Source: an optimization exercise on an open RTL-to-GDS flow (aim: a short achievable clock period and few clock cycles). Production flows keep margins and buffers that such runs may drop. Function not checked in this run: the RTL went through the layout flow alone. Power is estimated from default activity; no workload was simulated.

==> flow/design.v <==
module sht1x_crc_table (
    input  wire [7:0] index,
    output wire [7:0] value
);
    assign value[0] = index[0] ^ index[3] ^ index[4] ^ index[6];
    assign value[1] = index[1] ^ index[4] ^ index[5] ^ index[7];
    assign value[2] = index[2] ^ index[5] ^ index[6];
    assign value[3] = index[3] ^ index[6] ^ index[7];
    assign value[4] = index[0] ^ index[3] ^ index[6] ^ index[7];
    assign value[5] = index[0] ^ index[1] ^ index[3] ^ index[6] ^ index[7];
    assign value[6] = index[1] ^ index[2] ^ index[4] ^ index[7];
    assign value[7] = index[2] ^ index[3] ^ index[5];
endmodule
module sht1x_link (
    input  wire [11:0] ph,        
    input  wire [6:0]  pr,        
    input  wire [3:0]  cnt,       
    input  wire        ack,       
    input  wire [7:0]  sbyte,     
    output wire [11:0] n_ph,
    output wire [3:0]  n_cnt,
    output wire        n_ack,
    output wire [7:0]  n_sbyte,
    output wire        n_last,
    output wire [1:0]  n_kind,
    output wire        n_pin,
    output wire        n_val,
    output wire [1:0]  n_sleep
);
    localparam H_DIRD = 0;    
    localparam H_DIRS = 1;    
    localparam H_DH   = 2;    
    localparam H_TS   = 3;    
    localparam H_DL   = 4;    
    localparam H_DB   = 5;    
    localparam H_CKH  = 6;    
    localparam H_SLH  = 7;    
    localparam H_SAMP = 8;    
    localparam H_CKL  = 9;    
    localparam H_SLL  = 10;   
    localparam H_DIN  = 11;   
    localparam R_TSTART  = 0;
    localparam R_TRESET  = 1;
    localparam R_SENDB   = 2;
    localparam R_GETB    = 3;
    localparam R_SACK    = 4;
    localparam R_SKIPACK = 5;
    localparam R_RELEASE = 6;
    wire sampling = pr[R_GETB] | ack;
    wire sll_more_bits = pr[R_SENDB] & (cnt != 4'd7);
    wire sll_to_din    = pr[R_SENDB] & (cnt == 4'd7);
    assign n_ph[H_DIRD] = 1'b0;
    assign n_ph[H_DIRS] = ph[H_DIRD];
    assign n_ph[H_DH]   = ph[H_DIRS] & ~pr[R_SENDB] & ~pr[R_GETB];
    assign n_ph[H_TS]   = (ph[H_DH] & pr[R_TSTART]) | ph[H_TS];
    assign n_ph[H_DL]   = ph[H_DH] & pr[R_SACK];
    assign n_ph[H_DB]   = (ph[H_DIRS] & pr[R_SENDB]) | (ph[H_SLL] & sll_more_bits);
    assign n_ph[H_CKH]  = (ph[H_DIRS] & pr[R_GETB]) |
                          (ph[H_DH] & ~pr[R_TSTART] & ~pr[R_SACK]) |
                          ph[H_DL] | ph[H_DB] | ph[H_DIN] |
                          (ph[H_SLL] & ~pr[R_SENDB]);
    assign n_ph[H_SLH]  = ph[H_CKH];
    assign n_ph[H_SAMP] = ph[H_SLH] & sampling;
    assign n_ph[H_CKL]  = (ph[H_SLH] & ~sampling) | ph[H_SAMP];
    assign n_ph[H_SLL]  = ph[H_CKL];
    assign n_ph[H_DIN]  = ph[H_SLL] & sll_to_din;
    assign n_cnt   = (ph[H_DH] & pr[R_TSTART]) ? 4'd0 :
                     (ph[H_TS] | ph[H_SLL])    ? cnt + 4'd1 : cnt;
    assign n_ack   = ack | ph[H_DIN];
    assign n_sbyte = (ph[H_DB] | ph[H_DL]) ? {sbyte[6:0], 1'b0} : sbyte;
    assign n_last = (ph[H_DIRD] & pr[R_RELEASE]) |
                    (ph[H_TS] & (cnt == 4'd8)) |
                    (ph[H_CKL] & ((pr[R_TRESET] & (cnt == 4'd8)) |
                                  (pr[R_GETB]   & (cnt == 4'd7)) |
                                  (pr[R_SENDB]  & ack) |
                                  pr[R_SACK] | pr[R_SKIPACK]));
    reg [1:0] ts_kind;
    reg       ts_pin, ts_val;
    always @(*) begin
        ts_kind = 2'd3; ts_pin = 1'b1; ts_val = 1'b0;
        case (cnt)
            4'd1: begin ts_kind = 2'd1; ts_pin = 1'b1; ts_val = 1'b0; end
            4'd2: begin ts_kind = 2'd1; ts_pin = 1'b0; ts_val = 1'b0; end
            4'd4: begin ts_kind = 2'd1; ts_pin = 1'b0; ts_val = 1'b1; end
            4'd6: begin ts_kind = 2'd1; ts_pin = 1'b1; ts_val = 1'b1; end
            4'd7: begin ts_kind = 2'd1; ts_pin = 1'b0; ts_val = 1'b0; end
            default: ;
        endcase
    end
    wire e_dir_s  = n_ph[H_DIRS];                   
    wire e_din    = n_ph[H_DIN];                    
    wire e_wr_dh  = n_ph[H_DH];                     
    wire e_wr_dl  = n_ph[H_DL];                     
    wire e_wr_db  = n_ph[H_DB];                     
    wire e_wr_ckh = n_ph[H_CKH] | (ph[H_DH] & pr[R_TSTART]);   
    wire e_wr_ckl = n_ph[H_CKL];                    
    wire e_rd     = n_ph[H_SAMP];
    wire e_sleep  = n_ph[H_SLH] | n_ph[H_SLL];
    wire e_ts     = ph[H_TS];
    assign n_kind  = e_ts ? ts_kind :
                     {e_rd | e_sleep, e_wr_dh | e_wr_dl | e_wr_db | e_wr_ckh | e_wr_ckl | e_sleep};
    assign n_pin   = e_ts ? ts_pin : (e_din | e_wr_dh | e_wr_dl | e_wr_db | e_rd);
    assign n_val   = e_ts ? ts_val :
                     ((e_dir_s & ~pr[R_RELEASE]) | e_wr_dh | (e_wr_db & sbyte[7]) | e_wr_ckh);
    assign n_sleep = 2'd0;
endmodule
module sht1x_engine (
    input  wire        clk,
    input  wire        rst,           
    input  wire        req_valid,
    input  wire [15:0] req_word,
    output wire        busy,
    output reg         done,
    output reg  [2:0]  rsp_err,
    output reg  [15:0] rsp_val,
    output reg         ev_valid,
    output reg  [1:0]  ev_kind,
    output reg         ev_pin,
    output reg         ev_val,
    output reg  [1:0]  ev_sleep,
    input  wire        ev_ready,
    input  wire        data_in
);
    function [7:0] rev8(input [7:0] b);
        rev8 = {b[0], b[1], b[2], b[3], b[4], b[5], b[6], b[7]};
    endfunction
    reg [7:0]  sr;
    reg [7:0]  acc;
    reg [7:0]  cmd;
    reg [15:0] dat;
    reg [7:0]  crx;
    reg [3:0]  cfg;        
    reg        own;
    reg        stale;
    reg [2:0]  err;
    reg [7:0]  einfo;
    reg [3:0]  fsm;
    reg [3:0]  pins;       
    reg        busy_r;
    reg [20:0] st;         
    reg [7:0]  opc;
    reg [7:0]  imm;
    reg        k_init, k_sendcmdm, k_await, k_srread, k_sendb, k_getb;
    reg        ac_done, ac_rd, ac_getb, ac_sendb, ac_settle;
    reg [7:0]  ac_byte;    
    reg [7:0]  cmd_byte;
    reg        recov;
    reg [7:0]  fail_op;
    reg [5:0]  polls;
    reg        p35;        
    reg        smp;
    reg [7:0]  rx;
    reg [7:0]  c0;         
    reg [7:0]  cacc;       
    reg        crc_bad;
    reg        last;
    reg [11:0] ph;
    reg [6:0]  pr;
    reg [3:0]  cnt;
    reg        ack;
    reg [7:0]  sbyte;
    reg        idle_i, evn_i, evp_i, evv_i;
    reg  [1:0] evk_i, evs_i;
    assign busy = busy_r;
    wire fire = ~evn_i & ev_ready;
    reg        in_dec;       
    reg        skip_q;       
    reg  [7:0] t_acc, t_einfo;
    reg  [3:0] t_cfg;
    reg        t_own;
    reg  [2:0] t_err;
    wire match = (req_word == {opc, imm});
    wire skip  = idle_i & req_valid & ~skip_q & match;
    wire [11:0] a_ph;
    wire [3:0]  a_cnt;
    wire        a_ack, a_last, a_pin, a_val;
    wire [7:0]  a_sbyte;
    wire [1:0]  a_kind, a_sleep;
    sht1x_link u_link (
        .ph(ph), .pr(pr), .cnt(cnt), .ack(ack), .sbyte(sbyte),
        .n_ph(a_ph), .n_cnt(a_cnt), .n_ack(a_ack), .n_sbyte(a_sbyte), .n_last(a_last),
        .n_kind(a_kind), .n_pin(a_pin), .n_val(a_val), .n_sleep(a_sleep)
    );
    wire        f_done [0:1];
    wire        f_busy [0:1];
    wire [2:0]  f_rsp_err [0:1];
    wire [15:0] f_rsp_val [0:1];
    wire [2:0]  f_err [0:1];
    wire [7:0]  f_einfo [0:1];
    wire [3:0]  f_fsm [0:1];
    wire [7:0]  f_sr [0:1], f_acc [0:1], f_cmd [0:1], f_crx [0:1];
    wire [15:0] f_dat [0:1];
    wire [3:0]  f_cfg [0:1], f_pins [0:1];
    wire        f_own [0:1], f_stale [0:1];
    wire [7:0]  f_cacc [0:1];
    wire [7:0]  f_fail_op [0:1], f_cmd_byte [0:1], f_rx [0:1];
    wire        f_recov [0:1], f_p35 [0:1], f_smp [0:1];
    wire [5:0]  f_polls [0:1];
    wire [20:0] f_st [0:1];
    wire        f_ev_valid [0:1], f_ev_pin [0:1], f_ev_val [0:1], f_last [0:1], f_ack [0:1];
    wire [1:0]  f_ev_kind [0:1], f_ev_sleep [0:1];
    wire [11:0] f_ph [0:1];
    wire [6:0]  f_pr [0:1];
    wire [3:0]  f_cnt [0:1];
    wire [7:0]  f_sbyte [0:1];
    genvar g;
    generate
        for (g = 0; g < 2; g = g + 1) begin : gs
            sht1x_step #(.DIN(g)) u_step (
                .st(st), .last(last), .smp(smp), .rx(rx), .recov(recov),
                .k_init(k_init), .k_sendcmdm(k_sendcmdm), .k_await(k_await),
                .k_srread(k_srread), .k_sendb(k_sendb), .k_getb(k_getb),
                .ac_done(ac_done), .ac_rd(ac_rd), .ac_getb(ac_getb), .ac_sendb(ac_sendb),
                .ac_settle(ac_settle), .ac_byte(ac_byte), .cmd_byte(cmd_byte),
                .fail_op(fail_op), .polls(polls), .p35(p35), .crc_bad(crc_bad),
                .c0(c0), .cacc(cacc),
                .sr(sr), .acc(acc), .cmd(cmd), .dat(dat), .crx(crx), .cfg(cfg),
                .own(own), .stale(stale), .err(err), .einfo(einfo), .fsm(fsm), .pins(pins),
                .ev_kind(~evk_i), .ev_pin(~evp_i), .ev_val(~evv_i),
                .a_ph(a_ph), .a_cnt(a_cnt), .a_ack(a_ack), .a_sbyte(a_sbyte), .a_last(a_last),
                .a_kind(a_kind), .a_pin(a_pin), .a_val(a_val), .a_sleep(a_sleep),
                .pr(pr),
                .done_n(f_done[g]), .busy_n(f_busy[g]), .rsp_err_n(f_rsp_err[g]),
                .rsp_val_n(f_rsp_val[g]), .err_n(f_err[g]), .einfo_n(f_einfo[g]),
                .fsm_n(f_fsm[g]), .sr_n(f_sr[g]), .acc_n(f_acc[g]), .cmd_n(f_cmd[g]),
                .dat_n(f_dat[g]), .crx_n(f_crx[g]), .cfg_n(f_cfg[g]), .own_n(f_own[g]),
                .stale_n(f_stale[g]), .pins_n(f_pins[g]), .cacc_n(f_cacc[g]),
                .fail_op_n(f_fail_op[g]), .recov_n(f_recov[g]), .cmd_byte_n(f_cmd_byte[g]),
                .polls_n(f_polls[g]), .p35_n(f_p35[g]), .smp_n(f_smp[g]), .rx_n(f_rx[g]),
                .st_n(f_st[g]),
                .ev_valid_n(f_ev_valid[g]), .ev_kind_n(f_ev_kind[g]), .ev_pin_n(f_ev_pin[g]),
                .ev_val_n(f_ev_val[g]), .ev_sleep_n(f_ev_sleep[g]), .last_n(f_last[g]),
                .ph_n(f_ph[g]), .pr_n(f_pr[g]), .cnt_n(f_cnt[g]), .ack_n(f_ack[g]),
                .sbyte_n(f_sbyte[g])
            );
        end
    endgenerate
    wire [26:0] p_oh;
    wire [26:0] p_ohc;
    wire        p_free, p_unk;
    wire [7:0]  p_timm;
    wire [8:0]  p_rsel;
    reg  [26:0] q_oh;
    reg  [26:0] q_ohc;
    reg         q_free, q_unk;
    reg  [7:0]  q_timm;
    reg  [8:0]  q_rsel;
    sht1x_pre u_pre (
        .word(req_word), .oh(p_oh), .ohc(p_ohc), .free_op(p_free), .unk(p_unk), .t_imm(p_timm), .rsel(p_rsel)
    );
    wire        d_done, d_busy, d_own, d_wide;
    wire [2:0]  d_rsp_err, d_err;
    wire [15:0] d_rsp_val;
    wire [7:0]  d_einfo, d_acc, d_cmd_byte, d_ac_byte;
    wire [3:0]  d_cfg;
    wire [20:0] d_st;
    wire        d_k_init, d_k_sendcmdm, d_k_await, d_k_srread, d_k_sendb, d_k_getb;
    wire        d_ac_done, d_ac_rd, d_ac_getb, d_ac_sendb, d_ac_settle;
    wire        d_ev_valid, d_ev_val, d_last;
    wire [6:0]  d_pr;
    sht1x_dec u_dec (
        .oh(q_oh), .ohc(q_ohc), .free_op(q_free), .unk(q_unk), .t_imm(q_timm),
        .rsel(q_rsel), .opc(opc), .imm(imm),
        .sr(sr), .acc(acc), .cmd(cmd), .dat(dat), .crx(crx), .cfg(cfg),
        .own(own), .stale(stale), .err(err), .einfo(einfo), .fsm(fsm), .pins(pins),
        .done_n(d_done), .busy_n(d_busy), .rsp_err_n(d_rsp_err), .rsp_val_n(d_rsp_val),
        .err_n(d_err), .einfo_n(d_einfo), .acc_n(d_acc), .cfg_n(d_cfg), .own_n(d_own),
        .st_n(d_st), .cmd_byte_n(d_cmd_byte), .ac_byte_n(d_ac_byte), .wide_n(d_wide),
        .k_init_n(d_k_init), .k_sendcmdm_n(d_k_sendcmdm), .k_await_n(d_k_await),
        .k_srread_n(d_k_srread), .k_sendb_n(d_k_sendb), .k_getb_n(d_k_getb),
        .ac_done_n(d_ac_done), .ac_rd_n(d_ac_rd), .ac_getb_n(d_ac_getb),
        .ac_sendb_n(d_ac_sendb), .ac_settle_n(d_ac_settle),
        .ev_valid_n(d_ev_valid), .ev_val_n(d_ev_val), .last_n(d_last), .pr_n(d_pr)
    );
    wire [7:0] c0_n;
    sht1x_crc_table u_c0 (.index((rev8(sr) & 8'hF0) ^ cmd), .value(c0_n));
    reg        busy_nx, ev_valid_nx, ev_pin_nx, ev_val_nx;
    reg  [1:0] ev_kind_nx, ev_sleep_nx;
    always @(*) begin
        busy_nx     = ~idle_i;
        ev_valid_nx = ~evn_i;
        ev_kind_nx  = ~evk_i;
        ev_pin_nx   = ~evp_i;
        ev_val_nx   = ~evv_i;
        ev_sleep_nx = ~evs_i;
        if (rst) begin
            busy_nx     = 1'b0;
            ev_valid_nx = 1'b0;
            ev_kind_nx  = 2'd0;
            ev_pin_nx   = 1'b0;
            ev_val_nx   = 1'b0;
            ev_sleep_nx = 2'd0;
        end else if (idle_i) begin
            if (req_valid) begin
                busy_nx     = ~skip | d_busy;
                ev_valid_nx = skip & d_ev_valid;
                ev_kind_nx  = 2'd0;
                ev_pin_nx   = 1'b1;
                ev_val_nx   = d_ev_val;
                ev_sleep_nx = 2'd0;
            end
        end else if (fire) begin
            busy_nx     = data_in ? f_busy[1]     : f_busy[0];
            ev_valid_nx = data_in ? f_ev_valid[1] : f_ev_valid[0];
            ev_kind_nx  = data_in ? f_ev_kind[1]  : f_ev_kind[0];
            ev_pin_nx   = data_in ? f_ev_pin[1]   : f_ev_pin[0];
            ev_val_nx   = data_in ? f_ev_val[1]   : f_ev_val[0];
            ev_sleep_nx = data_in ? f_ev_sleep[1] : f_ev_sleep[0];
        end else if (in_dec) begin
            busy_nx     = d_busy;
            ev_valid_nx = d_ev_valid;
            ev_kind_nx  = 2'd0;
            ev_pin_nx   = 1'b1;
            ev_val_nx   = d_ev_val;
            ev_sleep_nx = 2'd0;
        end
    end
    always @(posedge clk) begin
        busy_r   <= busy_nx;
        ev_valid <= ev_valid_nx;
        ev_kind  <= ev_kind_nx;
        ev_pin   <= ev_pin_nx;
        ev_val   <= ev_val_nx;
        ev_sleep <= ev_sleep_nx;
        idle_i   <= ~busy_nx;
        evn_i    <= ~ev_valid_nx;
        evk_i    <= ~ev_kind_nx;
        evp_i    <= ~ev_pin_nx;
        evv_i    <= ~ev_val_nx;
        evs_i    <= ~ev_sleep_nx;
        done     <= ~rst & (idle_i ? (skip & d_done) :
                                fire   ? (data_in ? f_done[1] : f_done[0]) : (in_dec & d_done));
        in_dec   <= ~rst & idle_i & req_valid & ~skip;
        skip_q   <= ~rst & skip;
        rsp_err  <= (idle_i | in_dec) ? d_rsp_err : data_in ? f_rsp_err[1] : f_rsp_err[0];
        rsp_val  <= (idle_i | in_dec) ? d_rsp_val : data_in ? f_rsp_val[1] : f_rsp_val[0];
        opc      <= req_word[15:8];
        imm      <= req_word[7:0];
        q_oh     <= p_oh;
        q_ohc    <= p_ohc;
        q_free   <= p_free;
        q_unk    <= p_unk;
        q_timm   <= p_timm;
        q_rsel   <= p_rsel;
        t_acc    <= d_acc;
        t_cfg    <= d_cfg;
        t_own    <= d_own;
        t_err    <= d_err;
        t_einfo  <= d_einfo;
        c0       <= c0_n;
        crc_bad  <= (rev8(acc) != crx);
    end
    wire seld_u = idle_i | in_dec;       
    wire fire_a = fire & ~skip_q;        
    wire [7:0]  sr_x, cmd_x, crx_x, acc_x, einfo_x;
    wire [15:0] dat_x;
    wire [3:0]  fsm_x, pins_x, cfg_x;
    wire        stale_x, own_x;
    wire [2:0]  err_x;
    sht1x_commit #(8, 0)  c_sr    (fire, data_in, 1'b0, sr,    8'h00,  f_sr[0],    f_sr[1],    sr_x);
    sht1x_commit #(8, 0)  c_cmd   (fire, data_in, 1'b0, cmd,   8'h00,  f_cmd[0],   f_cmd[1],   cmd_x);
    sht1x_commit #(16, 0) c_dat   (fire, data_in, 1'b0, dat,   16'h0,  f_dat[0],   f_dat[1],   dat_x);
    sht1x_commit #(8, 0)  c_crx   (fire, data_in, 1'b0, crx,   8'h00,  f_crx[0],   f_crx[1],   crx_x);
    sht1x_commit #(1, 0)  c_stale (fire, data_in, 1'b0, stale, 1'b0,   f_stale[0], f_stale[1], stale_x);
    sht1x_commit #(4, 1)  c_fsm   (fire, data_in, 1'b0, fsm,   4'h0,   f_fsm[0],   f_fsm[1],   fsm_x);
    sht1x_commit #(4, 0)  c_pins  (fire, data_in, 1'b0, pins,  4'h0,   f_pins[0],  f_pins[1],  pins_x);
    wire dsel_a = in_dec | skip_q;
    sht1x_commit #(8, 0)  c_acc   (fire_a, data_in, dsel_a, acc,   skip_q ? t_acc   : d_acc,   f_acc[0],   f_acc[1],   acc_x);
    sht1x_commit #(4, 0)  c_cfg   (fire_a, data_in, dsel_a, cfg,   skip_q ? t_cfg   : d_cfg,   f_cfg[0],   f_cfg[1],   cfg_x);
    sht1x_commit #(1, 0)  c_own   (fire_a, data_in, dsel_a, own,   skip_q ? t_own   : d_own,   f_own[0],   f_own[1],   own_x);
    sht1x_commit #(3, 1)  c_err   (fire_a, data_in, dsel_a, err,   skip_q ? t_err   : d_err,   f_err[0],   f_err[1],   err_x);
    sht1x_commit #(8, 1)  c_einfo (fire_a, data_in, dsel_a, einfo, skip_q ? t_einfo : d_einfo, f_einfo[0], f_einfo[1], einfo_x);
    always @(posedge clk) begin
        if (rst) begin
            sr    <= 8'h00;
            acc   <= 8'h00;
            cmd   <= 8'h00;
            dat   <= 16'h0000;
            crx   <= 8'h00;
            cfg   <= 4'h0;
            own   <= 1'b0;
            stale <= 1'b0;
            err   <= 3'd0;
            einfo <= 8'h00;
            fsm   <= 4'd0;
            pins  <= 4'h0;
        end else begin
            sr    <= sr_x;
            acc   <= acc_x;
            cmd   <= cmd_x;
            dat   <= dat_x;
            crx   <= crx_x;
            cfg   <= cfg_x;
            own   <= own_x;
            stale <= stale_x;
            err   <= err_x;
            einfo <= einfo_x;
            fsm   <= fsm_x;
            pins  <= pins_x;
        end
    end
    wire [20:0] st_x;
    wire [7:0]  cmd_byte_x, ac_byte_x, sbyte_x, fail_op_x, rx_x, cacc_x;
    wire [10:0] kac_x;
    wire        recov_x, last_x, ack_x, p35_x, smp_x;
    wire [11:0] ph_x;
    wire [6:0]  pr_x;
    wire [3:0]  cnt_x;
    wire [5:0]  polls_x;
    wire [10:0] kac = {k_init, k_sendcmdm, k_await, k_srread, k_sendb, k_getb,
                       ac_done, ac_rd, ac_getb, ac_sendb, ac_settle};
    wire [10:0] d_kac = {d_k_init, d_k_sendcmdm, d_k_await, d_k_srread, d_k_sendb, d_k_getb,
                         d_ac_done, d_ac_rd, d_ac_getb, d_ac_sendb, d_ac_settle};
    sht1x_commit #(21, 1) c_st     (fire, data_in, seld_u, st,       d_st,       f_st[0],       f_st[1],       st_x);
    sht1x_commit #(8, 0)  c_cmdb   (fire, data_in, seld_u, cmd_byte, d_cmd_byte, f_cmd_byte[0], f_cmd_byte[1], cmd_byte_x);
    sht1x_commit #(8, 0)  c_acb    (1'b0, data_in, seld_u, ac_byte,  d_ac_byte,  ac_byte,       ac_byte,       ac_byte_x);
    sht1x_commit #(11, 0) c_kac    (1'b0, data_in, seld_u, kac,      d_kac,      kac,           kac,           kac_x);
    sht1x_commit #(1, 0)  c_recov  (fire, data_in, seld_u, recov,    1'b0,       f_recov[0],    f_recov[1],    recov_x);
    sht1x_commit #(1, 1)  c_last   (fire, data_in, seld_u, last,     d_last,     f_last[0],     f_last[1],     last_x);
    sht1x_commit #(12, 1) c_ph     (fire, data_in, seld_u, ph,       12'd1,      f_ph[0],       f_ph[1],       ph_x);
    sht1x_commit #(7, 1)  c_pr     (fire, data_in, seld_u, pr,       d_pr,       f_pr[0],       f_pr[1],       pr_x);
    sht1x_commit #(4, 1)  c_cnt    (fire, data_in, seld_u, cnt,      4'd0,       f_cnt[0],      f_cnt[1],      cnt_x);
    sht1x_commit #(1, 1)  c_ack    (fire, data_in, seld_u, ack,      1'b0,       f_ack[0],      f_ack[1],      ack_x);
    sht1x_commit #(8, 1)  c_sbyte  (fire, data_in, seld_u, sbyte,    imm,        f_sbyte[0],    f_sbyte[1],    sbyte_x);
    sht1x_commit #(8, 0)  c_failop (fire, data_in, 1'b0,   fail_op,  8'h00,      f_fail_op[0],  f_fail_op[1],  fail_op_x);
    sht1x_commit #(6, 0)  c_polls  (fire, data_in, 1'b0,   polls,    6'd0,       f_polls[0],    f_polls[1],    polls_x);
    sht1x_commit #(1, 0)  c_p35    (fire, data_in, 1'b0,   p35,      1'b0,       f_p35[0],      f_p35[1],      p35_x);
    sht1x_commit #(1, 1)  c_smp    (fire, data_in, 1'b0,   smp,      1'b0,       f_smp[0],      f_smp[1],      smp_x);
    sht1x_commit #(8, 1)  c_rx     (fire, data_in, 1'b0,   rx,       8'h00,      f_rx[0],       f_rx[1],       rx_x);
    sht1x_commit #(8, 0)  c_cacc   (fire, data_in, 1'b0,   cacc,     8'h00,      f_cacc[0],     f_cacc[1],     cacc_x);
    always @(posedge clk) begin
        st       <= st_x;
        cmd_byte <= cmd_byte_x;
        ac_byte  <= ac_byte_x;
        {k_init, k_sendcmdm, k_await, k_srread, k_sendb, k_getb,
         ac_done, ac_rd, ac_getb, ac_sendb, ac_settle} <= kac_x;
        recov    <= recov_x;
        last     <= last_x;
        ph       <= ph_x;
        pr       <= pr_x;
        cnt      <= cnt_x;
        ack      <= ack_x;
        sbyte    <= sbyte_x;
        fail_op  <= fail_op_x;
        polls    <= polls_x;
        p35      <= p35_x;
        smp      <= smp_x;
        rx       <= rx_x;
        cacc     <= cacc_x;
    end
endmodule
module sht1x_commit #(parameter W = 1, parameter DD = 0) (
    input  wire         fire,
    input  wire         din,
    input  wire         seld,
    input  wire [W-1:0] q,
    input  wire [W-1:0] d,
    input  wire [W-1:0] f0,
    input  wire [W-1:0] f1,
    output wire [W-1:0] nx
);
    wire [W-1:0] f = (DD != 0 && din) ? f1 : f0;
    assign nx = fire ? f : seld ? d : q;
endmodule
module sht1x_pre (
    input  wire [15:0] word,
    output wire [26:0] oh,         
    output wire [26:0] ohc,        
    output wire        free_op,    
    output wire        unk,        
    output wire [7:0]  t_imm,      
    output wire [8:0]  rsel        
);
    wire [7:0] opc = word[15:8];
    wire [7:0] imm = word[7:0];
    assign oh[0]  = (opc == 8'h01);    
    assign oh[1]  = (opc == 8'h02);    
    assign oh[2]  = (opc == 8'h03);    
    assign oh[3]  = (opc == 8'h04);    
    assign oh[4]  = (opc == 8'h05);    
    assign oh[5]  = (opc == 8'h10);    
    assign oh[6]  = (opc == 8'h11);    
    assign oh[7]  = (opc == 8'h12);    
    assign oh[8]  = (opc == 8'h13);    
    assign oh[9]  = (opc == 8'h14);    
    assign oh[10] = (opc == 8'h15);    
    assign oh[11] = (opc == 8'h20);    
    assign oh[12] = (opc == 8'h21);    
    assign oh[13] = (opc == 8'h22);    
    assign oh[14] = (opc == 8'h23);    
    assign oh[15] = (opc == 8'h24);    
    assign oh[16] = (opc == 8'h25);    
    assign oh[17] = (opc == 8'h26);    
    assign oh[18] = (opc == 8'h27);    
    assign oh[19] = (opc == 8'h28);    
    assign oh[20] = (opc == 8'h30);    
    assign oh[21] = (opc == 8'h31);    
    assign oh[22] = (opc == 8'h32);    
    assign oh[23] = (opc == 8'h33);    
    assign oh[24] = (opc == 8'h34);    
    assign oh[25] = (opc == 8'h35);    
    assign oh[26] = (opc == 8'h36);    
    wire imm0  = (imm == 8'h00);
    wire immh0 = (imm[7:4] == 4'h0);
    wire imm71 = (imm[7:1] == 7'h00);
    wire imml8 = (imm <= 8'd8);
    wire known = (imm == 8'h03) || (imm == 8'h05) || (imm == 8'h07) ||
                 (imm == 8'h06) || (imm == 8'h1E) || (imm == 8'h00);
    localparam [26:0] R_NONE = 27'b000001100000001000010001111;
    localparam [26:0] R_ZERO = 27'b111110001000010111101110000;
    genvar j;
    generate
        for (j = 0; j < 27; j = j + 1) begin : g_ohc
            if (R_NONE[j])      assign ohc[j] = oh[j];
            else if (R_ZERO[j]) assign ohc[j] = oh[j] & imm0;
            else if (j == 14)   assign ohc[j] = oh[j] & immh0;
            else if (j == 19)   assign ohc[j] = oh[j] & imml8;
            else                assign ohc[j] = oh[j] & imm71;
        end
    endgenerate
    assign free_op = oh[0] | oh[1] | oh[2] | oh[3] | oh[4] | oh[14] | oh[19];
    assign unk = (oh[20] | oh[21]) & ~known;
    sht1x_crc_table u_t (.index(imm), .value(t_imm));
    genvar i;
    generate
        for (i = 0; i < 8; i = i + 1) begin : g_rsel
            assign rsel[i] = (imm[3:0] == i);
        end
    endgenerate
    assign rsel[8] = imm[3];
endmodule
module sht1x_dec (
    input  wire [26:0] oh,
    input  wire [26:0] ohc,
    input  wire        free_op,
    input  wire        unk,
    input  wire [7:0]  t_imm,
    input  wire [8:0]  rsel,
    input  wire [7:0]  opc,
    input  wire [7:0]  imm,
    input  wire [7:0]  sr,
    input  wire [7:0]  acc,
    input  wire [7:0]  cmd,
    input  wire [15:0] dat,
    input  wire [7:0]  crx,
    input  wire [3:0]  cfg,
    input  wire        own,
    input  wire        stale,
    input  wire [2:0]  err,
    input  wire [7:0]  einfo,
    input  wire [3:0]  fsm,
    input  wire [3:0]  pins,
    output wire        done_n,
    output wire        busy_n,
    output wire [2:0]  rsp_err_n,
    output wire [15:0] rsp_val_n,
    output wire [2:0]  err_n,
    output wire [7:0]  einfo_n,
    output wire [7:0]  acc_n,
    output wire [3:0]  cfg_n,
    output wire        own_n,
    output wire [20:0] st_n,
    output wire [7:0]  cmd_byte_n,
    output wire [7:0]  ac_byte_n,
    output wire        wide_n,
    output wire        k_init_n, k_sendcmdm_n, k_await_n, k_srread_n, k_sendb_n, k_getb_n,
    output wire        ac_done_n, ac_rd_n, ac_getb_n, ac_sendb_n, ac_settle_n,
    output wire        ev_valid_n,
    output wire        ev_val_n,
    output wire        last_n,
    output wire [6:0]  pr_n
);
    localparam T_LINKOP = 1, T_SC_TS = 2, T_TRESET = 17, T_RELEASE = 20,
               T_AW_DIR = 5, T_RM_HI = 8;
    function [7:0] rev8(input [7:0] b);
        rev8 = {b[0], b[1], b[2], b[3], b[4], b[5], b[6], b[7]};
    endfunction
    wire o_revb    = oh[0];
    wire o_crclut  = oh[1];
    wire o_crcinit = oh[2];
    wire o_crcupd  = oh[3];
    wire o_crcout  = oh[4];
    wire o_tstart  = oh[5];
    wire o_treset  = oh[6];
    wire o_sendb   = oh[7];
    wire o_getb    = oh[8];
    wire o_sack    = oh[9];
    wire o_skipack = oh[10];
    wire o_srread  = oh[11];
    wire o_srwrite = oh[12];
    wire o_srreset = oh[13];
    wire o_init    = oh[14];
    wire o_sethtr  = oh[15];
    wire o_setotp  = oh[16];
    wire o_setres  = oh[17];
    wire o_release = oh[18];
    wire o_rdreg   = oh[19];
    wire o_sendcmd = oh[20];
    wire o_sendcmdm= oh[21];
    wire o_await   = oh[22];
    wire o_rdmeas  = oh[23];
    wire o_softrst = oh[24];
    wire o_meast   = oh[25];
    wire o_measrh  = oh[26];
    wire o_set     = o_sethtr | o_setotp | o_setres;
    wire legal = |ohc;
    wire e_ill = ~legal;
    wire e_nos = legal & ~free_op & ~own;
    wire e_unk = legal & (free_op | own) & unk;
    wire bad   = e_ill | e_nos | e_unk;
    wire ok    = ~bad;
    wire [7:0] t_acc, t_seed;
    sht1x_crc_table u_t1 (.index(acc), .value(t_acc));
    sht1x_crc_table u_t2 (.index(rev8(sr) & 8'hF0), .value(t_seed));
    wire [7:0] crc_v = t_imm ^ ({8{o_crcinit}} & t_seed) ^ ({8{o_crcupd}} & t_acc);
    wire [15:0] reg_view = ({16{rsel[0]}} & {8'h00, sr}) |
                           ({16{rsel[1]}} & {8'h00, acc}) |
                           ({16{rsel[2]}} & {8'h00, cmd}) |
                           ({16{rsel[3]}} & dat) |
                           ({16{rsel[4]}} & {8'h00, crx}) |
                           ({16{rsel[5]}} & {12'h000, cfg}) |
                           ({16{rsel[6]}} & {einfo, 1'b0, err, 2'b00, stale, own}) |
                           ({16{rsel[7]}} & {12'h000, fsm}) |
                           ({16{rsel[8]}} & {12'h000, pins});
    wire c_rev  = ok & o_revb;
    wire c_crc  = ok & (o_crclut | o_crcinit | o_crcupd);
    wire c_out  = ok & o_crcout;
    wire c_rd   = ok & o_rdreg;
    wire cmpl   = c_rev | c_crc | c_out;           
    assign done_n = bad | cmpl | c_rd;
    assign busy_n = ~done_n;
    wire [2:0] code = e_ill ? 3'd7 : e_nos ? 3'd6 : 3'd5;
    wire [7:0] info = e_unk ? imm : opc;
    assign rsp_err_n = bad ? code : 3'd0;
    assign rsp_val_n = ({16{bad}}   & {8'h00, info}) |
                       ({16{c_rev}} & {8'h00, rev8(imm)}) |
                       ({16{c_crc}} & {8'h00, crc_v}) |
                       ({16{c_out}} & {8'h00, rev8(acc)}) |
                       ({16{c_rd}}  & reg_view);
    assign err_n   = bad ? code : cmpl ? 3'd0 : err;
    assign einfo_n = bad ? info : cmpl ? 8'h00 : einfo;
    assign acc_n   = (ok & (o_crcinit | o_crcupd)) ? crc_v : acc;
    reg [3:0] cfg_x;
    always @(*) begin
        cfg_x = cfg;
        if (ok & o_init)    cfg_x = imm[3:0];
        if (ok & o_sethtr)  cfg_x[2] = imm[0];
        if (ok & o_setotp)  cfg_x[1] = imm[0];
        if (ok & o_setres)  cfg_x[0] = imm[0];
    end
    assign cfg_n = cfg_x;
    assign own_n = own | (ok & o_init);
    wire o_meas  = o_meast | o_measrh;
    wire o_cmds  = o_srread | o_srwrite | o_srreset | o_sendcmd | o_sendcmdm |
                   o_softrst | o_meas;
    wire p_tstart  = o_tstart | o_cmds;
    wire p_treset  = o_treset | o_init | o_set;
    wire p_release = o_release;
    wire p_getb    = o_getb | o_rdmeas;
    wire p_din     = o_await;
    wire linkop    = o_tstart | o_treset | o_sendb | o_getb | o_sack | o_skipack;
    assign ev_valid_n = ok & (p_tstart | p_treset | o_sendb | p_getb | o_sack | o_skipack |
                              p_release | p_din);
    assign ev_val_n   = p_tstart | p_treset | o_sendb | o_sack | o_skipack;
    assign last_n     = p_din;
    assign pr_n       = {p_release, o_skipack, o_sack, p_getb, o_sendb, p_treset, p_tstart};
    wire [20:0] one = 21'd1;
    assign st_n = ({21{linkop}}                      & (one << T_LINKOP)) |
                  ({21{o_cmds}}                      & (one << T_SC_TS)) |
                  ({21{o_init | o_set}}              & (one << T_TRESET)) |
                  ({21{o_release}}                   & (one << T_RELEASE)) |
                  ({21{o_await}}                     & (one << T_AW_DIR)) |
                  ({21{o_rdmeas}}                    & (one << T_RM_HI));
    assign cmd_byte_n = ({8{o_srread}}               & 8'h07) |
                        ({8{o_sendcmd | o_sendcmdm}} & imm) |
                        ({8{o_softrst}}              & 8'h1E) |
                        ({8{o_meast}}                & 8'h03) |
                        ({8{o_measrh}}               & 8'h05) |
                        ({8{o_srwrite | o_srreset | o_init | o_set}} & 8'h06);
    assign ac_byte_n  = o_srwrite ? imm : o_srreset ? 8'h00 : {5'b0, cfg_x[2:0]};
    assign wide_n     = ~o_srread;
    assign k_init_n     = o_init;
    assign k_sendcmdm_n = o_sendcmdm;
    assign k_await_n    = o_await;
    assign k_srread_n   = o_srread;
    assign k_sendb_n    = o_sendb;
    assign k_getb_n     = o_getb;
    assign ac_done_n    = o_sendcmd;
    assign ac_rd_n      = o_sendcmdm | o_meas;
    assign ac_getb_n    = o_srread;
    assign ac_sendb_n   = o_srwrite | o_srreset | o_init | o_set;
    assign ac_settle_n  = o_softrst;
endmodule
module sht1x_step #(parameter DIN = 0) (
    input  wire [20:0] st,
    input  wire        last,
    input  wire        smp,
    input  wire [7:0]  rx,
    input  wire        recov,
    input  wire        k_init, k_sendcmdm, k_await, k_srread, k_sendb, k_getb,
    input  wire        ac_done, ac_rd, ac_getb, ac_sendb, ac_settle,
    input  wire [7:0]  ac_byte,
    input  wire [7:0]  cmd_byte,
    input  wire [7:0]  fail_op,
    input  wire [5:0]  polls,
    input  wire        p35,
    input  wire        crc_bad,
    input  wire [7:0]  c0,        
    input  wire [7:0]  cacc,      
    input  wire [7:0]  sr,
    input  wire [7:0]  acc,
    input  wire [7:0]  cmd,
    input  wire [15:0] dat,
    input  wire [7:0]  crx,
    input  wire [3:0]  cfg,
    input  wire        own,
    input  wire        stale,
    input  wire [2:0]  err,
    input  wire [7:0]  einfo,
    input  wire [3:0]  fsm,
    input  wire [3:0]  pins,
    input  wire [1:0]  ev_kind,
    input  wire        ev_pin,
    input  wire        ev_val,
    input  wire [11:0] a_ph,
    input  wire [3:0]  a_cnt,
    input  wire        a_ack,
    input  wire [7:0]  a_sbyte,
    input  wire        a_last,
    input  wire [1:0]  a_kind,
    input  wire        a_pin,
    input  wire        a_val,
    input  wire [1:0]  a_sleep,
    input  wire [6:0]  pr,
    output wire        done_n,
    output wire        busy_n,
    output wire [2:0]  rsp_err_n,
    output wire [15:0] rsp_val_n,
    output wire [2:0]  err_n,
    output wire [7:0]  einfo_n,
    output wire [3:0]  fsm_n,
    output wire [7:0]  sr_n,
    output wire [7:0]  acc_n,
    output wire [7:0]  cmd_n,
    output wire [15:0] dat_n,
    output wire [7:0]  crx_n,
    output wire [3:0]  cfg_n,
    output wire        own_n,
    output wire        stale_n,
    output wire [3:0]  pins_n,
    output wire [7:0]  cacc_n,
    output wire [7:0]  fail_op_n,
    output wire        recov_n,
    output wire [7:0]  cmd_byte_n,
    output wire [5:0]  polls_n,
    output wire        p35_n,
    output wire        smp_n,
    output wire [7:0]  rx_n,
    output wire [20:0] st_n,
    output wire        ev_valid_n,
    output wire [1:0]  ev_kind_n,
    output wire        ev_pin_n,
    output wire        ev_val_n,
    output wire [1:0]  ev_sleep_n,
    output wire        last_n,
    output wire [11:0] ph_n,
    output wire [6:0]  pr_n,
    output wire [3:0]  cnt_n,
    output wire        ack_n,
    output wire [7:0]  sbyte_n
);
    localparam T_DEC = 0, T_LINKOP = 1, T_SC_TS = 2, T_SC_SB = 3, T_SC_FR = 4,
               T_AW_DIR = 5, T_AW_SLP = 6, T_AW_RD = 7, T_RM_HI = 8, T_RM_SACK = 9,
               T_RM_LO = 10, T_SR_GET = 11, T_END_SKIP = 12, T_VC_SACK = 13,
               T_VC_GET = 14, T_VC_SKIP = 15, T_SETTLE = 16, T_TRESET = 17,
               T_WMASK = 18, T_INITREL = 19, T_RELEASE = 20;
    localparam [0:0] D = DIN;
    function [7:0] rev8(input [7:0] b);
        rev8 = {b[0], b[1], b[2], b[3], b[4], b[5], b[6], b[7]};
    endfunction
    wire lk = last;
    wire t_linkop    = lk & st[T_LINKOP];
    wire t_scts      = lk & st[T_SC_TS];
    wire t_scsb      = lk & st[T_SC_SB];
    wire t_scsb_rel  = t_scsb & smp & k_init & ~recov;
    wire t_scsb_fail = t_scsb & smp & ~(k_init & ~recov);
    wire t_scsb_ok   = t_scsb & ~smp;
    wire t_ac_settle = t_scsb_ok & (recov | ac_settle);
    wire t_ac_done   = t_scsb_ok & ~recov & ac_done;
    wire t_ac_rd     = t_scsb_ok & ~recov & ac_rd;
    wire t_ac_getb   = t_scsb_ok & ~recov & ac_getb;
    wire t_ac_sendb  = t_scsb_ok & ~recov & ac_sendb;
    wire t_fr        = lk & st[T_SC_FR];
    wire t_fr_fail   = t_fr & D;
    wire t_fr_done   = t_fr & ~D & k_sendcmdm;
    wire t_fr_din    = t_fr & ~D & ~k_sendcmdm;
    wire t_awdir     = lk & st[T_AW_DIR];
    wire t_awslp     = lk & st[T_AW_SLP];
    wire t_awrd      = lk & st[T_AW_RD];
    wire t_awrd_done = t_awrd & ~D & k_await;
    wire t_awrd_getb = t_awrd & ~D & ~k_await;
    wire t_awrd_to   = t_awrd & D & p35;
    wire t_awrd_poll = t_awrd & D & ~p35;
    wire t_rmhi      = lk & st[T_RM_HI];
    wire t_rmsack    = lk & st[T_RM_SACK];
    wire t_rmlo      = lk & st[T_RM_LO];
    wire t_srget     = lk & st[T_SR_GET];
    wire t_rd_end    = t_rmlo | t_srget;
    wire t_rd_vc     = t_rd_end & cfg[3];
    wire t_rd_skip   = t_rd_end & ~cfg[3];
    wire t_endskip   = lk & st[T_END_SKIP];
    wire t_vcsack    = lk & st[T_VC_SACK];
    wire t_vcget     = lk & st[T_VC_GET];
    wire t_vcskip    = lk & st[T_VC_SKIP];
    wire t_vc_ok     = t_vcskip & ~crc_bad;
    wire t_vc_bad    = t_vcskip & crc_bad;
    wire t_settle    = lk & st[T_SETTLE];
    wire t_settle_ok = t_settle & ~recov;
    wire t_settle_crc= t_settle & recov;
    wire t_treset    = lk & st[T_TRESET];
    wire t_wm        = lk & st[T_WMASK];
    wire t_wm_ok     = t_wm & ~smp;
    wire t_wm_rel    = t_wm & smp & k_init;
    wire t_wm_fail   = t_wm & smp & ~k_init;
    wire t_initrel   = lk & st[T_INITREL];
    wire t_release   = lk & st[T_RELEASE];
    wire c_ok  = t_linkop | t_ac_done | t_fr_done | t_awrd_done | t_endskip | t_vc_ok |
                 t_settle_ok | t_wm_ok | t_release;
    wire c_ack = t_scsb_fail | t_wm_fail | t_initrel;
    wire c_bad = c_ack | t_fr_fail | t_awrd_to | t_settle_crc;
    wire fin   = c_ok | c_bad;
    assign done_n = fin;
    assign busy_n = ~fin;
    wire [2:0] code = ({3{c_ack}} & 3'd1) | ({3{t_fr_fail}} & 3'd2) |
                      ({3{t_awrd_to}} & 3'd3) | ({3{t_settle_crc}} & 3'd4);
    wire [7:0] info = ({8{t_scsb_fail}} & cmd_byte) |
                      ({8{t_fr_fail | t_awrd_to}} & cmd) |
                      ({8{t_settle_crc}} & fail_op) |
                      ({8{t_wm_fail | t_initrel}} & 8'h06);
    wire [15:0] okval = ({16{t_linkop & k_sendb}} & {15'h0000, ~smp}) |
                        ({16{t_linkop & k_getb}}  & {8'h00, rx}) |
                        ({16{t_awrd_done}}        & {10'h000, polls}) |
                        ({16{t_endskip | t_vc_ok}} & dat);
    assign rsp_err_n = code;
    assign rsp_val_n = okval | {8'h00, info};
    assign err_n   = c_bad ? code : c_ok ? 3'd0 : err;
    assign einfo_n = c_bad ? info : c_ok ? 8'h00 : einfo;
    wire fsm_w = t_scsb | t_fr | t_awrd_done | t_awrd_getb | t_awrd_to | t_rd_end |
                 t_endskip | t_vcskip | t_settle | t_wm | t_initrel | t_release;
    assign fsm_n = ({4{~fsm_w}} & fsm) |
                   ({4{t_scsb_rel | t_wm_rel}} & 4'd3) |
                   ({4{t_scsb_ok}} & 4'd2) |
                   ({4{t_fr_done | t_fr_din}} & 4'd4) |
                   ({4{t_awrd_done | t_awrd_getb}} & 4'd5) |
                   ({4{t_rd_end}} & 4'd7) |
                   ({4{t_vc_bad}} & 4'd9);
    wire sr_from_dat = (t_endskip | t_vc_ok) & k_srread;
    wire sr_w = sr_from_dat | t_settle | t_wm_ok | t_initrel;
    assign sr_n = ({8{~sr_w}} & sr) | ({8{sr_from_dat}} & dat[7:0]) | ({8{t_wm_ok}} & ac_byte);
    wire [7:0] tbl_index = t_rmhi ? (c0 ^ rx) : ((k_srread ? c0 : cacc) ^ rx);
    wire [7:0] tbl_value;
    sht1x_crc_table u_table (.index(tbl_index), .value(tbl_value));
    assign cacc_n = t_rmhi ? tbl_value : cacc;
    assign acc_n  = t_rd_vc ? tbl_value : t_initrel ? 8'h00 : acc;
    assign cmd_n = t_scts ? cmd_byte : t_initrel ? 8'h00 : cmd;
    assign dat_n[15:8] = (t_rmhi ? rx : dat[15:8]) & {8{~(t_srget | t_initrel)}};
    assign dat_n[7:0]  = (t_rmlo | t_srget) ? rx : t_initrel ? 8'h00 : dat[7:0];
    assign crx_n   = t_vcget ? rx : t_initrel ? 8'h00 : crx;
    assign cfg_n   = t_initrel ? 4'h0 : cfg;
    assign own_n   = own & ~(t_initrel | t_release);
    assign stale_n = t_vc_bad | (stale & ~(t_wm_ok | t_initrel | t_release));
    assign fail_op_n  = t_vc_bad ? cmd : fail_op;
    assign recov_n    = recov | t_vc_bad;
    assign cmd_byte_n = t_vc_bad ? 8'h1E : cmd_byte;
    assign polls_n    = t_awdir ? 6'd0 : t_awslp ? polls + 6'd1 : polls;
    assign p35_n      = t_awdir ? 1'b0 : t_awslp ? (polls == 6'd34) : p35;
    assign pins_n[3] = (ev_kind == 2'd0 &&  ev_pin) ? ev_val : pins[3];
    assign pins_n[1] = (ev_kind == 2'd0 && !ev_pin) ? ev_val : pins[1];
    assign pins_n[2] = (ev_kind == 2'd1 &&  ev_pin) ? ev_val : pins[2];
    assign pins_n[0] = (ev_kind == 2'd1 && !ev_pin) ? ev_val : pins[0];
    wire is_rd = (ev_kind == 2'd2);
    assign smp_n = is_rd ? D : smp;
    assign rx_n  = is_rd ? {rx[6:0], D} : rx;
    wire l_tstart  = t_vc_bad | t_treset;
    wire l_sendb   = t_scts | t_ac_sendb;
    wire l_release = t_scsb_rel | t_wm_rel;
    wire l_settle  = t_ac_settle;
    wire l_rd      = t_ac_rd | t_awslp;
    wire l_getb    = t_ac_getb | t_awrd_getb | t_rmsack | t_vcsack;
    wire l_din     = t_fr_din;
    wire l_poll    = t_awdir | t_awrd_poll;
    wire l_sack    = t_rmhi | t_rd_vc;
    wire l_skipack = t_rd_skip | t_vcget;
    wire l_any = l_tstart | l_sendb | l_release | l_settle | l_rd | l_getb | l_din |
                 l_poll | l_sack | l_skipack;
    wire [20:0] one = 21'd1;
    wire [20:0] st_t = ({21{t_scts}}                   & (one << T_SC_SB)) |
                       ({21{l_release}}                & (one << T_INITREL)) |
                       ({21{t_ac_settle}}              & (one << T_SETTLE)) |
                       ({21{t_ac_rd}}                  & (one << T_SC_FR)) |
                       ({21{t_ac_getb}}                & (one << T_SR_GET)) |
                       ({21{t_ac_sendb}}               & (one << T_WMASK)) |
                       ({21{t_fr_din}}                 & (one << T_AW_DIR)) |
                       ({21{l_poll}}                   & (one << T_AW_SLP)) |
                       ({21{t_awslp}}                  & (one << T_AW_RD)) |
                       ({21{t_awrd_getb}}              & (one << T_RM_HI)) |
                       ({21{t_rmhi}}                   & (one << T_RM_SACK)) |
                       ({21{t_rmsack}}                 & (one << T_RM_LO)) |
                       ({21{t_rd_vc}}                  & (one << T_VC_SACK)) |
                       ({21{t_rd_skip}}                & (one << T_END_SKIP)) |
                       ({21{t_vcsack}}                 & (one << T_VC_GET)) |
                       ({21{t_vcget}}                  & (one << T_VC_SKIP)) |
                       ({21{l_tstart}}                 & (one << T_SC_TS));
    assign st_n = lk ? st_t : st;
    assign ev_valid_n = ~lk | l_any;
    assign ev_kind_n  = lk ? {l_rd | l_poll | l_settle, l_poll | l_settle} : a_kind;
    assign ev_pin_n   = lk ? 1'b1 : a_pin;
    assign ev_val_n   = lk ? (l_tstart | l_sendb | l_sack | l_skipack) : a_val;
    assign ev_sleep_n = lk ? {l_settle, l_poll} : a_sleep;
    assign last_n     = lk ? (l_rd | l_poll | l_settle | l_din) : a_last;
    assign ph_n       = lk ? 12'd1 : a_ph;
    assign pr_n       = lk ? {l_release, l_skipack, l_sack, l_getb, l_sendb, 1'b0, l_tstart} : pr;
    assign cnt_n      = lk ? 4'd0 : a_cnt;
    assign ack_n      = lk ? 1'b0 : a_ack;
    assign sbyte_n    = lk ? (t_scts ? cmd_byte : ac_byte) : a_sbyte;
endmodule
==> flow/flow/run.sh <==
#!/bin/bash
set -euo pipefail
MARGIN=${MARGIN:-7.5}
bash standard.sh synth > flow_synth.log 2>&1
bash standard.sh SETUP_SLACK_MARGIN=$MARGIN finish > flow_layout.log 2>&1
test -s out/final.def
==> flow/standard.sh <==
#!/bin/bash
# synth_recipe.tcl (not shown) runs the flow's synth.tcl, then flattens the netlist and writes it again
# the make line also repeats each setting of config.mk as NAME=value (left out here)
make -C /OpenROAD-flow-scripts/flow DESIGN_CONFIG=/design/flow/config.mk WORK_HOME=/design/flow/orfs CLKGATE_MAP_FILE= SYNTH_SCRIPT=/design/flow/synth_recipe.tcl "${@:-finish}"
==> flow/config.mk <==
export PLATFORM = sky130hd
export DESIGN_NAME = sht1x_engine
export DESIGN_NICKNAME = sht1x_engine
export VERILOG_FILES = /design/flow/design.v
export SDC_FILE = /design/flow/constraint.sdc
export NUM_CORES = 4
export LEC_CHECK = 0
export ABC_CLOCK_PERIOD_IN_PS = 1500
export CAP_MARGIN = 20
export CORE_MARGIN = 2
export CORE_UTILIZATION = 60
export PLACE_DENSITY = 0.75
export SLEW_MARGIN = 20
export SYNTH_HIERARCHICAL = 1
==> flow/constraint.sdc <==
create_clock -name core_clock -period 10.0 [get_ports {clk}]
set_input_delay 2.0000 -clock core_clock [delete_from_list [all_inputs] [get_ports {clk}]]
set_output_delay 2.0000 -clock core_clock [all_outputs]
set_load 0.01 [all_outputs]
==> notes.md <==
pre-CTS setup slack around 5300 ps; worst clock skew between 15 and 20 ps; clock-pin slew on the worst setup and hold paths about 60 ps; routed length per instance 26.31 um; nets@finish roughly 2800; Top Ports 49; Core Area roughly 37000 um^2; Layout Utilization 78.05%; Mapped Cells between 2000 and 3000; CTS Root Cell clkbuf_16; cell count after placement between 2000 and 3000; Rows 70; clk sinks 346; DRC 0; Final Power 4.125 mW; drt first pass iters 9; final hold slack approximately 500 ps; GRT overflow 0; Hold Fails Final Rpt 0; CP Buf/Inv Count 1; ant diodes 0; leakage power around 13 nW; combinational share of power between 20% and 30%; initial antenna violation count 0; Area after DPL approximately 23000 um^2; critical path cell sequence buf_6; synthesized area between 20000 and 25000 um^2; ANT nets after route 0; layout cell share with drive strength beyond 1 27.40%; maximum fanout along the worst path 1; Worst path max stage delay between 300 and 400 ps; switching pwr about 1.3 mW; fin crit share 30.80%; PortBufs between 40 and 50; Post-DP HPWL roughly 48 mm; CP Capture Type output pin; CTS buffer count 39; Tmin final ~3000 ps; startpoint types register; Final Setup Violations 0; Worst VDD drop around 150 uV; P&R area growth vs syn 27.93%; fin area 28570 um^2; cell family with most CP delay flip-flops; GRT Total Usage 40.14%; Syn. warnings 9; Pwr per Cell Area between 100 and 150 nW/um^2; Fmax 0.3247 GHz; DIE WIDTH around 200 um; Pint 2.863 mW; outcome timing/DRC/antenna clean; Die H a little under 200 um; Worst-Margin Slew around 1000 ps; Setup CP Type reg2out; CTS Buffer Depth 3; max_cap viols 0; Sw Share between 30% and 40%; final worst slack around 7000 ps; DR vias/cell 6.613; CP Data Required Time 8000 ps; fill cell count around 2300; CTS tree built; GP Congestion approximately 0.95; Die Area roughly 39000 um^2; largest net degree at the start of global routing 70; Slew HR 33.28%; first-pass GRT wire length between 100 and 150 mm; clock share of power approximately two fifths; worst hold path type reg2reg; initial core utilization around 61%; vias in the first global route ~20000; syn avg cell area 8.756 um^2; routed wire length 85.00 mm; Setup TNS 0 ps; CTS H-tree depth 2; RSZ-0062 raised after global routing true; sequential power share about 40%; Max Slew Vio Count 0; critical path arrival approximately 1100 ps; 1st-iter DRT viols around 3300; Clk Latency, worst-skew pair around 600 ps; filler-free cell count of the finished design roughly 3200; DR vias between 20000 and 25000; slowest CP cell dfxtp_2
[power groups by stage]
| stage | clock network [mW] | logic (mW) | registers, mW |
|---|---|---|---|
| 2_1_floorplan | 0 | 0.516 | 1.57 |
| 3_3_place_gp | 0 | 0.572 | 1.63 |
| 3_5_place_dp | 0 | 0.589 | 1.63 |
| 4_1_cts | 1.58 | 0.737 | 1.61 |
| 5_1_grt | 1.64 | 0.946 | 1.64 |
| 6_report | 1.59 | 0.900 | 1.63 |
[repair_timing]
action | in CTS | in global routing
endpoints found under the hold margin | 0 | 0
cloned | 43 | 10
buffers inserted | 78 | 40
pin swaps | 77 | 79
gates resized for setup | 496 | 275
hold buffers | 0 | 0
setup endpoints to repair | 344 | 244
[routing by layer]
metal  vias to the layer above  global-route usage [%]  wire [um]
li1                       9199                       -          -
met1                     10162                   50.69      31200
met2                      1562                   62.77      37200
met3                       445                   8.196      10190
met4                         0                   25.45       6411
met5                         -                       0          0
[cell usage in the layout, fill, tap and decap left out, drive strengths merged, types with 16 or more instances in the layout]
master,count
mux2i,394
dfxtp,346
nand2,296
buf,221
o21ai,186
conb,149
nor2b,131
nor2,121
xnor2,74
mux2,64
a21oi,60
clkbuf,60
inv,58
and2,52
a22oi,47
nor3,45
nand3,44
xor2,44
a221o,30
nand2b,30
a21o,23
a22o,22
and3,19
a222oi,18
nor4,18
or2,16
[path summary, 6_finish.rpt]
check                              start  endpoint  slack, ps  cells after the start
worst max-delay path                done      done       6920                      1
worst min-delay path            evs_i[0]  evs_i[0]        500                      2
worst max register to register      last    acc[6]       7180                     14
worst min register to register  evs_i[0]  evs_i[0]        500                      2
[area by class of cell]
| class | instances | area (um^2) | area share [%] |
|---|---|---|---|
| well taps | 468 | 585.6 | 2.049 |
| clock buffers | 50 | 1087 | 3.805 |
| repair buffers | 234 | 3395 | 11.88 |
| multi-input cells | 2054 | 15970 | 55.90 |
| inverters | 58 | 230.2 | 0.8057 |
| clock inverters | 21 | 309.0 | 1.082 |
| flip-flops and latches | 346 | 6994 | 24.48 |
[state kept, by name (all words and copies together), names as in the netlist, 8 cells and up]
name      cells
t_einfo       8
fail_op       8
q_ohc        27
imm           8
rx            8
rsp_val      16
cacc          8
q_rsel        9
st           20
opc           8
cmd           8
cmd_byte      8
ac_byte       8
dat          16
sr            8
q_oh         27
acc           8
ph           12
c0            8
crx           8
sbyte         8
t_acc         8
q_timm        8
einfo         8

==> re-timing with driven ports <==
The flow's constraints put no driver on any port. The routed layout listed below was extracted and timed again, unchanged, in two steps.
Step 1 sets driving cells, clkbuf_16 on the clock port and buf_2 on the other inputs (assumed; they add their load-dependent delay and slew).
Step 2 times the ports against the registers' clock, not the clock port: input delays grow and output delays shrink by t, the midpoint of the rising clock arrivals with the driver on.
a / b / c = ideal ports / drivers / drivers and shift; a / b = the first two.
t, ns: 0.647
setup slack, ns: 6.920 / 6.864 / 6.543
hold slack, ns: 0.500 / 0.500 / 0.500
slew at the worst register clock pin (ns): 0.07 / 0.07
worst slew at a driven data input, ns: 0.17
After both steps this run still meets setup and hold. For this run, drivers alone change the setup slack by -0.056 ns; drivers and shift together by -0.377 ns.
